This is an optimization exercise on Yosys and OpenROAD, whose aim is small area, a short achievable clock period and few clock cycles per item, not a production implementation. In this exercise RTL edits were held to simulation tests only and were not proved equivalent to the original. Power figures rest on the tool's default switching activity, not on a simulated workload.

==> run a: inputs <==
==> flow/design.v (excerpt) <==
module cfu #(
    parameter BUF_BYTES = 64
) (
    input  wire        clk,
    input  wire        rst,           
    input  wire [7:0]  reg_addr,
    input  wire [31:0] reg_wdata,
    input  wire        reg_we,
    output reg  [31:0] reg_rdata,
    input  wire        in_valid,
    input  wire [7:0]  in_data,
    input  wire        in_eos,
    output wire        in_ready,
    output wire        out_valid,
    output reg  [7:0]  out_data,
    input  wire        out_ready
);
clock: 10.0 ns
lec_check: 0
cap_margin: 20
core_margin: 2
core_utilization: 40
setup_slack_margin: 4.4
slew_margin: 20
run.sh (not shown) runs the stock make flow with config.mk's settings and CLKGATE_MAP_FILE= SYNTH_SCRIPT=/design/flow/synth_recipe.tcl, a recipe that flattens the netlist after the stock synthesis.
==> inputs of run b, as changes to run a <==
--- a/flow/design.v
+++ b/flow/design.v
@@ -37,33 +37,35 @@
                      S_R_FLAGS = 5'd18,
                      S_R_VAR   = 5'd19,
                      S_R_TAG   = 5'd20,
                      S_R_CK    = 5'd21,
                      S_R_TRL   = 5'd22,
                      S_R_PAY   = 5'd23,
                      S_R_FIN   = 5'd24;   
     localparam [1:0] V_BLKSZ = 2'd0, V_ORIG = 2'd1, V_ENC = 2'd2;
-    reg [3:0]  phase;
+    reg        failed;
+    reg [2:0]  phase;
     reg [3:0]  err;
-    reg [3:0]  ephase;
     reg        verify;
-    reg [7:0]  flags;
-    reg [7:0]  version;
+    reg        flags0;    
+    reg        fbad;      
     reg [31:0] blksz;
     reg [7:0]  rec_tag;
     reg [31:0] orig_len;
     reg [31:0] enc_len;
     reg [31:0] rec_ck;
     reg [31:0] xlen;
     reg [6:0]  buf_len;
     reg [31:0] blk_digest;
     reg [31:0] frm_acc;
     reg [31:0] seq;
-    reg [31:0] err_seq;
+    wire [31:0] err_seq = failed ? seq : 32'd0;
+    wire [7:0]  flags   = {(failed && fbad) ? acc[7:1] : 7'd0, flags0};
+    wire [7:0]  version = (failed && err == E_VERSION) ? acc[7:0] : VER;
     reg [63:0] tot_orig;
     reg [63:0] in_cnt;
     reg [63:0] out_cnt;
     reg [7:0]  bufmem [0:BUF_BYTES-1];
     reg [31:0] bcrc;      
     reg [31:0] scrc;      
     reg        s_ok;
     reg [4:0]  state;
@@ -133,39 +135,40 @@
             3'd4: hdr_byte = VER;
             default: hdr_byte = flags;
         endcase
     end
     always @(*) begin
         case (state)
             S_W_HDR:           out_data = hdr_byte;
             S_W_VAR:           out_data = {acc_more, acc[6:0]};
-            S_W_CK:            out_data = acc[7:0];
+            S_W_CK:            out_data = rec_ck[8*idx[1:0] +: 8];
             S_W_TAG, S_W_ETAG: out_data = rec_tag;
             default:           out_data = buf_rd;
         endcase
     end
     wire blk_bad = (~bcrc != rec_ck);
     wire fin_bad = (state == S_R_FIN) && blk_bad;
     reg  fin_now;
     always @(*) begin
         case (state)
             S_LD:    fin_now = in_valid && (idx + 7'd1 == xlen[6:0]);
             S_FABS:  fin_now = in_valid && (acc == 32'd1);
             S_ST,
             S_W_PAY: fin_now = out_ready && (idx + 7'd1 == buf_len);
-            S_R_PAY: fin_now = in_valid && last_pay && !(flags[0] && verify);
+            S_R_PAY: fin_now = in_valid && last_pay && !(flags0 && verify);
             S_R_FIN: fin_now = 1'b1;
             default: fin_now = 1'b0;
         endcase
     end
     wire       busy_rd   = busy && !fin_now;
-    wire [3:0] phase_rd  = fin_bad ? PH_FAILED : phase;
-    wire [3:0] err_rd    = fin_bad ? E_CKSUM : err;
-    wire [3:0] ephase_rd = fin_bad ? phase : ephase;
+    wire       fail_rd   = failed || fin_bad;
+    wire [3:0] phase_rd  = fail_rd ? PH_FAILED : {1'b0, phase};
+    wire [3:0] err_rd    = failed ? err : (fin_bad ? E_CKSUM : 4'd0);
+    wire [3:0] ephase_rd = fail_rd ? {1'b0, phase} : 4'd0;
     reg [31:0] rg0, rg1, rg2, rg3, rg4, rg5, rh0, rh1;
     always @(*) begin
         case (reg_addr[3:2])
             2'd0: rg0 = 32'd0;
             2'd1: rg0 = {19'd0, busy_rd, ephase_rd, err_rd, phase_rd};
             2'd2: rg0 = {31'd0, verify};
             default: rg0 = {24'd0, flags};
         endcase
@@ -251,41 +254,37 @@
             default: vnew[31:28] = in_data[3:0];
         endcase
     end
     wire [31:0] le32 = {in_data, acc[31:8]};
     task do_fault;
         input [3:0] code;
         begin
             err     <= code;
-            ephase  <= phase;
-            err_seq <= seq;
-            phase   <= PH_FAILED;
+            failed  <= 1'b1;
             state   <= S_IDLE;
         end
     endtask
     task do_reset;
         begin
             phase      <= PH_IDLE;
-            err        <= 4'd0;
-            ephase     <= 4'd0;
+            failed     <= 1'b0;
+            fbad       <= 1'b0;
             verify     <= 1'b1;
-            flags      <= 8'h00;
-            version    <= VER;
+            flags0     <= 1'b0;
             blksz      <= 32'd0;
             rec_tag    <= 8'h00;
             orig_len   <= 32'd0;
             enc_len    <= 32'd0;
             rec_ck     <= 32'd0;
             xlen       <= 32'd0;
             buf_len    <= 7'd0;
             blk_digest <= 32'd0;
             frm_acc    <= 32'hFFFFFFFF;
             seq        <= 32'd0;
-            err_seq    <= 32'd0;
             tot_orig   <= 64'd0;
             in_cnt     <= 64'd0;
             out_cnt    <= 64'd0;
             bcrc       <= 32'hFFFFFFFF;
             s_ok       <= 1'b0;
             state      <= S_IDLE;
         end
     endtask
@@ -319,17 +318,17 @@
             state <= S_R_VAR;
         end
     endtask
     always @(posedge clk) begin
         if (rst) begin
             do_reset;
         end else if (state == S_IDLE) begin
             if (reg_we) begin
-                if (phase == PH_FAILED) begin
+                if (failed) begin
                     if (reg_addr[7:2] == 6'h00 && reg_wdata == 32'h00000001)
                         do_reset;
                 end else begin
                     case (reg_addr[7:2])
                         6'h00: begin
                             if (!cmd_valid || !cmd_legal)
                                 do_fault(E_PROTO);
                             else begin
@@ -379,48 +378,46 @@
                                         if (blksz == 32'd0)
                                             do_fault(E_PROTO);
                                         else begin
                                             in_cnt   <= 64'd0;
                                             out_cnt  <= 64'd0;
                                             seq      <= 32'd0;
                                             tot_orig <= 64'd0;
                                             frm_init;
-                                            version  <= VER;
                                             idx      <= 7'd0;
                                             acc      <= blksz;
                                             vsel     <= V_BLKSZ;
                                             state    <= S_W_HDR;
                                         end
                                     end
                                     8'h31: begin  
                                         if (orig_len > blksz)
                                             do_fault(E_PROTO);
                                         else if (rec_tag[0] && {25'd0, buf_len} != orig_len)
                                             do_fault(E_PROTO);
                                         else begin
                                             enc_len <= {25'd0, buf_len};
                                             rec_tag <= {7'd0, rec_tag[0]};
-                                            if (flags[0]) begin
+                                            if (flags0) begin
                                                 blk_digest <= ~bcrc;
                                                 rec_ck     <= ~bcrc;
                                             end
                                             acc   <= orig_len;
                                             vsel  <= V_ORIG;
                                             state <= S_W_TAG;
                                         end
                                     end
                                     8'h32: begin  
-                                        if (tbit && !flags[0])
+                                        if (tbit && !flags0)
                                             do_fault(E_PROTO);
                                         else begin
                                             rec_tag <= tbit ? 8'h06 : 8'h02;
                                             if (tbit)
                                                 rec_ck <= ~frm_acc;
-                                            acc   <= ~frm_acc;
                                             state <= S_W_ETAG;
                                         end
                                     end
                                     8'h38: begin  
                                         in_cnt   <= 64'd0;
                                         out_cnt  <= 64'd0;
                                         seq      <= 32'd0;
                                         tot_orig <= 64'd0;
@@ -439,17 +436,17 @@
                                     end
                                     default: ;  
                                 endcase
                             end
                         end
                         6'h02: verify <= reg_wdata[0];
                         6'h03: begin
                             if (phase == PH_IDLE || phase == PH_DONE)
-                                flags <= {7'd0, reg_wdata[0]};
+                                flags0 <= reg_wdata[0];
                             else
                                 do_fault(E_PROTO);
                         end
                         6'h05: begin
                             if (phase == PH_IDLE || phase == PH_DONE)
                                 blksz <= reg_wdata;
                             else
                                 do_fault(E_PROTO);
@@ -518,33 +515,31 @@
                                     state <= S_IDLE;
                                 end
                                 V_ORIG: begin
                                     acc  <= {25'd0, buf_len};
                                     vsel <= V_ENC;
                                 end
                                 default: begin  
                                     idx <= 7'd0;
-                                    acc <= rec_ck;
-                                    if (flags[0])
+                                    if (flags0)
                                         state <= S_W_CK;
                                     else if (buf_len != 7'd0)
                                         state <= S_W_PAY;
                                     else begin
                                         rec_done;
                                         state <= S_IDLE;
                                     end
                                 end
                             endcase
                         end
                     end
                     S_W_TAG: if (out_fire)
                         state <= S_W_VAR;
                     S_W_CK: if (out_fire) begin
-                        acc <= {8'd0, acc[31:8]};
                         idx <= idx + 7'd1;
                         if (idx[1:0] == 2'd3) begin
                             idx <= 7'd0;
                             if (vsel != V_ENC) begin
                                 phase <= PH_DONE;
                                 state <= S_IDLE;
                             end else if (buf_len != 7'd0)
                                 state <= S_W_PAY;
@@ -575,26 +570,29 @@
                         if (in_data != hdr_byte)
                             do_fault(E_MAGIC);
                         else begin
                             idx <= idx + 7'd1;
                             if (idx[1:0] == 2'd3) state <= S_R_VER;
                         end
                     end
                     S_R_VER: if (in_take) begin
-                        version <= in_data;
+                        acc[7:0] <= in_data;
                         if (in_data != VER)
                             do_fault(E_VERSION);
                         else
                             state <= S_R_FLAGS;
                     end
                     S_R_FLAGS: if (in_take) begin
-                        flags <= in_data;
-                        if (in_data[7:1] != 7'd0)
+                        flags0   <= in_data[0];
+                        acc[7:0] <= in_data;
+                        if (in_data[7:1] != 7'd0) begin
+                            fbad <= 1'b1;
                             do_fault(E_MALFORMED);
+                        end
                         else
                             start_vread(V_BLKSZ);
                     end
                     S_R_VAR: if (in_take) begin
                         if (vidx == 3'd4 && in_data[7:4] != 4'd0)
                             do_fault(E_MALFORMED);
                         else if (!in_data[7]) begin
                             if (vidx != 3'd0 && in_data == 8'h00)
@@ -610,17 +608,17 @@
                                         orig_len <= vnew;
                                         start_vread(V_ENC);
                                     end
                                     default: begin  
                                         enc_len <= vnew;
                                         idx     <= 7'd0;
                                         if (rec_tag[0] && vnew != orig_len)
                                             do_fault(E_MALFORMED);
-                                        else if (flags[0])
+                                        else if (flags0)
                                             state <= S_R_CK;
                                         else if (vnew > BUF_BYTES)
                                             do_fault(E_ALLOC);
                                         else begin
                                             buf_clear;
                                             state <= S_R_PAY;
                                         end
                                     end
@@ -635,17 +633,17 @@
                         rec_tag <= in_data;
                         idx     <= 7'd0;
                         if (in_data[7:3] != 5'd0)
                             do_fault(E_MALFORMED);
                         else if (in_data[1]) begin
                             if (in_data[0])
                                 do_fault(E_MALFORMED);
                             else if (in_data[2]) begin
-                                if (!flags[0])
+                                if (!flags0)
                                     do_fault(E_MALFORMED);
                                 else
                                     state <= S_R_TRL;
                             end else begin
                                 phase <= PH_DONE;
                                 state <= S_IDLE;
                             end
                         end else if (in_data[2])
@@ -672,30 +670,30 @@
                         if (idx[1:0] == 2'd3) begin
                             rec_ck <= le32;
                             phase  <= PH_PTRL;
                             state  <= S_IDLE;
                         end
                     end
                     S_R_PAY: begin
                         if (idx == enc_len[6:0]) begin
-                            if (flags[0] && verify)
+                            if (flags0 && verify)
                                 state <= S_R_FIN;
                             else begin
                                 rec_done;
                                 state <= S_IDLE;
                             end
                         end else if (in_take) begin
                             bufmem[idx[5:0]] <= in_data;
                             bcrc <= bcrc_nx;
                             scrc <= scrc_nx;
                             idx  <= idx + 7'd1;
                             if (last_pay) begin
                                 buf_len <= enc_len[6:0];
-                                if (flags[0] && verify)
+                                if (flags0 && verify)
                                     state <= S_R_FIN;
                                 else begin
                                     rec_done;
                                     state <= S_IDLE;
                                 end
                             end
                         end
                     end
==> flow/config.mk (replaced) <==
export PLATFORM = sky130hd
export DESIGN_NAME = cfu
export DESIGN_NICKNAME = cfu
export VERILOG_FILES = /design/flow/design.v
export SDC_FILE = /design/flow/constraint.sdc
export NUM_CORES = 4
export LEC_CHECK = 0
export CAP_MARGIN = 20
export CORE_MARGIN = 2
export CORE_UTILIZATION = 50
export CTS_CLUSTER_DIAMETER = 70
export CTS_CLUSTER_SIZE = 20
export PLACE_DENSITY = 0.65
export SETUP_SLACK_MARGIN = 4.2
export SLEW_MARGIN = 20
==> inputs of run c, as changes to run a <==
--- a/flow/design.v
+++ b/flow/design.v
@@ -53,17 +53,17 @@
     reg [31:0] orig_len;
     reg [31:0] enc_len;
     reg [31:0] rec_ck;
     reg [31:0] xlen;
     reg [6:0]  buf_len;
     reg [31:0] blk_digest;
     reg [31:0] frm_acc;
     reg [31:0] seq;
-    reg [31:0] err_seq;
+    wire [31:0] err_seq = (phase == PH_FAILED) ? seq : 32'd0;
     reg [63:0] tot_orig;
     reg [63:0] in_cnt;
     reg [63:0] out_cnt;
     reg [7:0]  bufmem [0:BUF_BYTES-1];
     reg [31:0] bcrc;      
     reg [31:0] scrc;      
     reg        s_ok;
     reg [4:0]  state;
@@ -133,17 +133,17 @@
             3'd4: hdr_byte = VER;
             default: hdr_byte = flags;
         endcase
     end
     always @(*) begin
         case (state)
             S_W_HDR:           out_data = hdr_byte;
             S_W_VAR:           out_data = {acc_more, acc[6:0]};
-            S_W_CK:            out_data = acc[7:0];
+            S_W_CK:            out_data = rec_ck[8*idx[1:0] +: 8];
             S_W_TAG, S_W_ETAG: out_data = rec_tag;
             default:           out_data = buf_rd;
         endcase
     end
     wire blk_bad = (~bcrc != rec_ck);
     wire fin_bad = (state == S_R_FIN) && blk_bad;
     reg  fin_now;
     always @(*) begin
@@ -252,17 +252,16 @@
         endcase
     end
     wire [31:0] le32 = {in_data, acc[31:8]};
     task do_fault;
         input [3:0] code;
         begin
             err     <= code;
             ephase  <= phase;
-            err_seq <= seq;
             phase   <= PH_FAILED;
             state   <= S_IDLE;
         end
     endtask
     task do_reset;
         begin
             phase      <= PH_IDLE;
             err        <= 4'd0;
@@ -275,17 +274,16 @@
             orig_len   <= 32'd0;
             enc_len    <= 32'd0;
             rec_ck     <= 32'd0;
             xlen       <= 32'd0;
             buf_len    <= 7'd0;
             blk_digest <= 32'd0;
             frm_acc    <= 32'hFFFFFFFF;
             seq        <= 32'd0;
-            err_seq    <= 32'd0;
             tot_orig   <= 64'd0;
             in_cnt     <= 64'd0;
             out_cnt    <= 64'd0;
             bcrc       <= 32'hFFFFFFFF;
             s_ok       <= 1'b0;
             state      <= S_IDLE;
         end
     endtask
@@ -410,17 +408,16 @@
                                     end
                                     8'h32: begin  
                                         if (tbit && !flags[0])
                                             do_fault(E_PROTO);
                                         else begin
                                             rec_tag <= tbit ? 8'h06 : 8'h02;
                                             if (tbit)
                                                 rec_ck <= ~frm_acc;
-                                            acc   <= ~frm_acc;
                                             state <= S_W_ETAG;
                                         end
                                     end
                                     8'h38: begin  
                                         in_cnt   <= 64'd0;
                                         out_cnt  <= 64'd0;
                                         seq      <= 32'd0;
                                         tot_orig <= 64'd0;
@@ -518,33 +515,31 @@
                                     state <= S_IDLE;
                                 end
                                 V_ORIG: begin
                                     acc  <= {25'd0, buf_len};
                                     vsel <= V_ENC;
                                 end
                                 default: begin  
                                     idx <= 7'd0;
-                                    acc <= rec_ck;
                                     if (flags[0])
                                         state <= S_W_CK;
                                     else if (buf_len != 7'd0)
                                         state <= S_W_PAY;
                                     else begin
                                         rec_done;
                                         state <= S_IDLE;
                                     end
                                 end
                             endcase
                         end
                     end
                     S_W_TAG: if (out_fire)
                         state <= S_W_VAR;
                     S_W_CK: if (out_fire) begin
-                        acc <= {8'd0, acc[31:8]};
                         idx <= idx + 7'd1;
                         if (idx[1:0] == 2'd3) begin
                             idx <= 7'd0;
                             if (vsel != V_ENC) begin
                                 phase <= PH_DONE;
                                 state <= S_IDLE;
                             end else if (buf_len != 7'd0)
                                 state <= S_W_PAY;
==> flow/config.mk (replaced) <==
export PLATFORM = sky130hd
export DESIGN_NAME = cfu
export DESIGN_NICKNAME = cfu
export VERILOG_FILES = /design/flow/design.v
export SDC_FILE = /design/flow/constraint.sdc
export NUM_CORES = 4
export LEC_CHECK = 0
export CAP_MARGIN = 20
export CORE_MARGIN = 2
export CORE_UTILIZATION = 40
export CTS_CLUSTER_DIAMETER = 80
export CTS_CLUSTER_SIZE = 25
export SETUP_SLACK_MARGIN = 4.4
export SLEW_MARGIN = 20
==> inputs of run d, as changes to run a <==
--- a/flow/design.v
+++ b/flow/design.v
@@ -37,33 +37,35 @@
                      S_R_FLAGS = 5'd18,
                      S_R_VAR   = 5'd19,
                      S_R_TAG   = 5'd20,
                      S_R_CK    = 5'd21,
                      S_R_TRL   = 5'd22,
                      S_R_PAY   = 5'd23,
                      S_R_FIN   = 5'd24;   
     localparam [1:0] V_BLKSZ = 2'd0, V_ORIG = 2'd1, V_ENC = 2'd2;
-    reg [3:0]  phase;
+    reg        failed;
+    reg [2:0]  phase;
     reg [3:0]  err;
-    reg [3:0]  ephase;
     reg        verify;
-    reg [7:0]  flags;
-    reg [7:0]  version;
+    reg        flags0;    
+    reg        fbad;      
     reg [31:0] blksz;
     reg [7:0]  rec_tag;
     reg [31:0] orig_len;
     reg [31:0] enc_len;
     reg [31:0] rec_ck;
     reg [31:0] xlen;
     reg [6:0]  buf_len;
     reg [31:0] blk_digest;
     reg [31:0] frm_acc;
     reg [31:0] seq;
-    reg [31:0] err_seq;
+    wire [31:0] err_seq = failed ? seq : 32'd0;
+    wire [7:0]  flags   = {(failed && fbad) ? acc[7:1] : 7'd0, flags0};
+    wire [7:0]  version = (failed && err == E_VERSION) ? acc[7:0] : VER;
     reg [63:0] tot_orig;
     reg [63:0] in_cnt;
     reg [63:0] out_cnt;
     reg [7:0]  bufmem [0:BUF_BYTES-1];
     reg [31:0] bcrc;      
     reg [31:0] scrc;      
     reg        s_ok;
     reg [4:0]  state;
@@ -133,39 +135,40 @@
             3'd4: hdr_byte = VER;
             default: hdr_byte = flags;
         endcase
     end
     always @(*) begin
         case (state)
             S_W_HDR:           out_data = hdr_byte;
             S_W_VAR:           out_data = {acc_more, acc[6:0]};
-            S_W_CK:            out_data = acc[7:0];
+            S_W_CK:            out_data = rec_ck[8*idx[1:0] +: 8];
             S_W_TAG, S_W_ETAG: out_data = rec_tag;
             default:           out_data = buf_rd;
         endcase
     end
     wire blk_bad = (~bcrc != rec_ck);
     wire fin_bad = (state == S_R_FIN) && blk_bad;
     reg  fin_now;
     always @(*) begin
         case (state)
             S_LD:    fin_now = in_valid && (idx + 7'd1 == xlen[6:0]);
             S_FABS:  fin_now = in_valid && (acc == 32'd1);
             S_ST,
             S_W_PAY: fin_now = out_ready && (idx + 7'd1 == buf_len);
-            S_R_PAY: fin_now = in_valid && last_pay && !(flags[0] && verify);
+            S_R_PAY: fin_now = in_valid && last_pay && !(flags0 && verify);
             S_R_FIN: fin_now = 1'b1;
             default: fin_now = 1'b0;
         endcase
     end
     wire       busy_rd   = busy && !fin_now;
-    wire [3:0] phase_rd  = fin_bad ? PH_FAILED : phase;
-    wire [3:0] err_rd    = fin_bad ? E_CKSUM : err;
-    wire [3:0] ephase_rd = fin_bad ? phase : ephase;
+    wire       fail_rd   = failed || fin_bad;
+    wire [3:0] phase_rd  = fail_rd ? PH_FAILED : {1'b0, phase};
+    wire [3:0] err_rd    = failed ? err : (fin_bad ? E_CKSUM : 4'd0);
+    wire [3:0] ephase_rd = fail_rd ? {1'b0, phase} : 4'd0;
     reg [31:0] rg0, rg1, rg2, rg3, rg4, rg5, rh0, rh1;
     always @(*) begin
         case (reg_addr[3:2])
             2'd0: rg0 = 32'd0;
             2'd1: rg0 = {19'd0, busy_rd, ephase_rd, err_rd, phase_rd};
             2'd2: rg0 = {31'd0, verify};
             default: rg0 = {24'd0, flags};
         endcase
@@ -251,41 +254,37 @@
             default: vnew[31:28] = in_data[3:0];
         endcase
     end
     wire [31:0] le32 = {in_data, acc[31:8]};
     task do_fault;
         input [3:0] code;
         begin
             err     <= code;
-            ephase  <= phase;
-            err_seq <= seq;
-            phase   <= PH_FAILED;
+            failed  <= 1'b1;
             state   <= S_IDLE;
         end
     endtask
     task do_reset;
         begin
             phase      <= PH_IDLE;
-            err        <= 4'd0;
-            ephase     <= 4'd0;
+            failed     <= 1'b0;
+            fbad       <= 1'b0;
             verify     <= 1'b1;
-            flags      <= 8'h00;
-            version    <= VER;
+            flags0     <= 1'b0;
             blksz      <= 32'd0;
             rec_tag    <= 8'h00;
             orig_len   <= 32'd0;
             enc_len    <= 32'd0;
             rec_ck     <= 32'd0;
             xlen       <= 32'd0;
             buf_len    <= 7'd0;
             blk_digest <= 32'd0;
             frm_acc    <= 32'hFFFFFFFF;
             seq        <= 32'd0;
-            err_seq    <= 32'd0;
             tot_orig   <= 64'd0;
             in_cnt     <= 64'd0;
             out_cnt    <= 64'd0;
             bcrc       <= 32'hFFFFFFFF;
             s_ok       <= 1'b0;
             state      <= S_IDLE;
         end
     endtask
@@ -319,17 +318,17 @@
             state <= S_R_VAR;
         end
     endtask
     always @(posedge clk) begin
         if (rst) begin
             do_reset;
         end else if (state == S_IDLE) begin
             if (reg_we) begin
-                if (phase == PH_FAILED) begin
+                if (failed) begin
                     if (reg_addr[7:2] == 6'h00 && reg_wdata == 32'h00000001)
                         do_reset;
                 end else begin
                     case (reg_addr[7:2])
                         6'h00: begin
                             if (!cmd_valid || !cmd_legal)
                                 do_fault(E_PROTO);
                             else begin
@@ -379,48 +378,46 @@
                                         if (blksz == 32'd0)
                                             do_fault(E_PROTO);
                                         else begin
                                             in_cnt   <= 64'd0;
                                             out_cnt  <= 64'd0;
                                             seq      <= 32'd0;
                                             tot_orig <= 64'd0;
                                             frm_init;
-                                            version  <= VER;
                                             idx      <= 7'd0;
                                             acc      <= blksz;
                                             vsel     <= V_BLKSZ;
                                             state    <= S_W_HDR;
                                         end
                                     end
                                     8'h31: begin  
                                         if (orig_len > blksz)
                                             do_fault(E_PROTO);
                                         else if (rec_tag[0] && {25'd0, buf_len} != orig_len)
                                             do_fault(E_PROTO);
                                         else begin
                                             enc_len <= {25'd0, buf_len};
                                             rec_tag <= {7'd0, rec_tag[0]};
-                                            if (flags[0]) begin
+                                            if (flags0) begin
                                                 blk_digest <= ~bcrc;
                                                 rec_ck     <= ~bcrc;
                                             end
                                             acc   <= orig_len;
                                             vsel  <= V_ORIG;
                                             state <= S_W_TAG;
                                         end
                                     end
                                     8'h32: begin  
-                                        if (tbit && !flags[0])
+                                        if (tbit && !flags0)
                                             do_fault(E_PROTO);
                                         else begin
                                             rec_tag <= tbit ? 8'h06 : 8'h02;
                                             if (tbit)
                                                 rec_ck <= ~frm_acc;
-                                            acc   <= ~frm_acc;
                                             state <= S_W_ETAG;
                                         end
                                     end
                                     8'h38: begin  
                                         in_cnt   <= 64'd0;
                                         out_cnt  <= 64'd0;
                                         seq      <= 32'd0;
                                         tot_orig <= 64'd0;
@@ -439,17 +436,17 @@
                                     end
                                     default: ;  
                                 endcase
                             end
                         end
                         6'h02: verify <= reg_wdata[0];
                         6'h03: begin
                             if (phase == PH_IDLE || phase == PH_DONE)
-                                flags <= {7'd0, reg_wdata[0]};
+                                flags0 <= reg_wdata[0];
                             else
                                 do_fault(E_PROTO);
                         end
                         6'h05: begin
                             if (phase == PH_IDLE || phase == PH_DONE)
                                 blksz <= reg_wdata;
                             else
                                 do_fault(E_PROTO);
@@ -518,33 +515,31 @@
                                     state <= S_IDLE;
                                 end
                                 V_ORIG: begin
                                     acc  <= {25'd0, buf_len};
                                     vsel <= V_ENC;
                                 end
                                 default: begin  
                                     idx <= 7'd0;
-                                    acc <= rec_ck;
-                                    if (flags[0])
+                                    if (flags0)
                                         state <= S_W_CK;
                                     else if (buf_len != 7'd0)
                                         state <= S_W_PAY;
                                     else begin
                                         rec_done;
                                         state <= S_IDLE;
                                     end
                                 end
                             endcase
                         end
                     end
                     S_W_TAG: if (out_fire)
                         state <= S_W_VAR;
                     S_W_CK: if (out_fire) begin
-                        acc <= {8'd0, acc[31:8]};
                         idx <= idx + 7'd1;
                         if (idx[1:0] == 2'd3) begin
                             idx <= 7'd0;
                             if (vsel != V_ENC) begin
                                 phase <= PH_DONE;
                                 state <= S_IDLE;
                             end else if (buf_len != 7'd0)
                                 state <= S_W_PAY;
@@ -575,26 +570,29 @@
                         if (in_data != hdr_byte)
                             do_fault(E_MAGIC);
                         else begin
                             idx <= idx + 7'd1;
                             if (idx[1:0] == 2'd3) state <= S_R_VER;
                         end
                     end
                     S_R_VER: if (in_take) begin
-                        version <= in_data;
+                        acc[7:0] <= in_data;
                         if (in_data != VER)
                             do_fault(E_VERSION);
                         else
                             state <= S_R_FLAGS;
                     end
                     S_R_FLAGS: if (in_take) begin
-                        flags <= in_data;
-                        if (in_data[7:1] != 7'd0)
+                        flags0   <= in_data[0];
+                        acc[7:0] <= in_data;
+                        if (in_data[7:1] != 7'd0) begin
+                            fbad <= 1'b1;
                             do_fault(E_MALFORMED);
+                        end
                         else
                             start_vread(V_BLKSZ);
                     end
                     S_R_VAR: if (in_take) begin
                         if (vidx == 3'd4 && in_data[7:4] != 4'd0)
                             do_fault(E_MALFORMED);
                         else if (!in_data[7]) begin
                             if (vidx != 3'd0 && in_data == 8'h00)
@@ -610,17 +608,17 @@
                                         orig_len <= vnew;
                                         start_vread(V_ENC);
                                     end
                                     default: begin  
                                         enc_len <= vnew;
                                         idx     <= 7'd0;
                                         if (rec_tag[0] && vnew != orig_len)
                                             do_fault(E_MALFORMED);
-                                        else if (flags[0])
+                                        else if (flags0)
                                             state <= S_R_CK;
                                         else if (vnew > BUF_BYTES)
                                             do_fault(E_ALLOC);
                                         else begin
                                             buf_clear;
                                             state <= S_R_PAY;
                                         end
                                     end
@@ -635,17 +633,17 @@
                         rec_tag <= in_data;
                         idx     <= 7'd0;
                         if (in_data[7:3] != 5'd0)
                             do_fault(E_MALFORMED);
                         else if (in_data[1]) begin
                             if (in_data[0])
                                 do_fault(E_MALFORMED);
                             else if (in_data[2]) begin
-                                if (!flags[0])
+                                if (!flags0)
                                     do_fault(E_MALFORMED);
                                 else
                                     state <= S_R_TRL;
                             end else begin
                                 phase <= PH_DONE;
                                 state <= S_IDLE;
                             end
                         end else if (in_data[2])
@@ -672,30 +670,30 @@
                         if (idx[1:0] == 2'd3) begin
                             rec_ck <= le32;
                             phase  <= PH_PTRL;
                             state  <= S_IDLE;
                         end
                     end
                     S_R_PAY: begin
                         if (idx == enc_len[6:0]) begin
-                            if (flags[0] && verify)
+                            if (flags0 && verify)
                                 state <= S_R_FIN;
                             else begin
                                 rec_done;
                                 state <= S_IDLE;
                             end
                         end else if (in_take) begin
                             bufmem[idx[5:0]] <= in_data;
                             bcrc <= bcrc_nx;
                             scrc <= scrc_nx;
                             idx  <= idx + 7'd1;
                             if (last_pay) begin
                                 buf_len <= enc_len[6:0];
-                                if (flags[0] && verify)
+                                if (flags0 && verify)
                                     state <= S_R_FIN;
                                 else begin
                                     rec_done;
                                     state <= S_IDLE;
                                 end
                             end
                         end
                     end
==> flow/config.mk (replaced) <==
export PLATFORM = sky130hd
export DESIGN_NAME = cfu
export DESIGN_NICKNAME = cfu
export VERILOG_FILES = /design/flow/design.v
export SDC_FILE = /design/flow/constraint.sdc
export NUM_CORES = 4
export LEC_CHECK = 0
export CAP_MARGIN = 20
export CORE_MARGIN = 2
export CORE_UTILIZATION = 50
export CTS_CLUSTER_DIAMETER = 70
export CTS_CLUSTER_SIZE = 20
export PLACE_DENSITY = 0.65
export SETUP_SLACK_MARGIN = 4.0
export SLEW_MARGIN = 20
==> run notes <==
Post-CTS Setup Bufs 70; post-synthesis net count 6,270; element type at the critical path start input pin; crit path to reg_rdata[21]; dominant cells by area after synthesis edfxtp_1 (29%), dfxtp_1 (17%), mux4_2 (6.2%), nor2_1 (4.7%), a21oi_1 (3.7%); result of the run complete, no violations; flop and latch count out of synthesis 1,106; total CTS buffers 90; sequential cell area fraction in the yosys report 0.465; internal power 9900 µW; Yosys top cell area share 0.294; total routed wirelength 256,000 µm
[end of results for run d]
==> run notes <==
Final Max Slew Viols 3; post-synthesis net count 6,404; element type at the critical path start flop; Post-CTS Setup Bufs 129; sequential cell area fraction in the yosys report 0.458; Yosys top cell area share 0.285; crit path to reg_rdata[12]; SO Faults capacitance limit, slew limit; internal power 9130 µW; Multi-In Gates 4,571; Max Cap Viol 1; result of the run complete, but fails checks; dominant cells by area after synthesis edfxtp_1 (28%), dfxtp_1 (17%), mux4_2 (5.6%), a21oi_1 (4.4%), nor2_1 (3.9%); total CTS buffers 71; Tap Cells 2,044
[end of results for run c]
==> run notes <==
dominant cells by area after synthesis edfxtp_1 (28%), dfxtp_1 (18%), mux4_2 (6.5%), nor2_1 (4.9%), a21oi_1 (3.5%); Post-CTS Setup Bufs 161; nets 6,696; result of the run complete, no violations; flop and latch count out of synthesis 1,156; total routed wirelength 282,000 µm; element type at the critical path start input pin; total CTS buffers 133; sequential cell area fraction in the yosys report 0.458; crit path to reg_rdata[6]; post-synthesis net count 6,525
[end of results for run a]
==> run notes <==
element type at the critical path start input pin; dominant cells by area after synthesis edfxtp_1 (29%), dfxtp_1 (17%), mux4_2 (6.2%), nor2_1 (4.7%), a21oi_1 (3.7%); post-synthesis net count 6,270; result of the run complete, no violations; flop and latch count out of synthesis 1,106; Yosys top cell area share 0.294; sequential cell area fraction in the yosys report 0.465; internal power 9820 µW; total routed wirelength 248,000 µm; Post-CTS Setup Bufs 105
[end of results for run b]
Testbench counts of run a, summed over its fixed seeds: cycles 63,979, items 546.
Testbench counts of run b, summed over its fixed seeds: cycles 63,979, items 546.
Testbench counts of run c, summed over its fixed seeds: cycles 63,979, items 546.
Testbench counts of run d, summed over its fixed seeds: cycles 63,979, items 546.

[what the ideal ports hide]
In the flow no input, the clock included, has a driving cell. The finished layouts below were timed again as built, in two steps.
Step 1 sets driving cells, clkbuf_16 on the clock port and buf_2 on the other inputs (assumed; they add their load-dependent delay and slew).
Step 2 adds t to the input delays and takes it off the output delays; t is the mean of the earliest and latest rising clock arrival at the registers after step 1. Input paths then give back, and output paths get back, about the clock's delay inside the block.
Slacks: ideal ports / drivers / drivers and shift; pairs: ideal ports / drivers.
| run | t, ns | setup WS [ns] | worst hold slack (ns) |
|---|---|---|---|
| run a | 0.886 | 3.997 / 3.570 / 3.570 | 0.488 / 0.488 / 0.488 |
| run b | 0.799 | 3.993 / 3.656 / 3.408 | 0.461 / 0.461 / 0.461 |
| run c | 0.806 | 3.884 / 3.636 / 3.492 | 0.474 / 0.474 / 0.474 |
| run d | 0.801 | 3.950 / 3.688 / 3.221 | 0.465 / 0.465 / 0.465 |
For run d, which loses most, drivers alone change the setup slack by -0.262 ns; drivers and shift together by -0.729 ns.
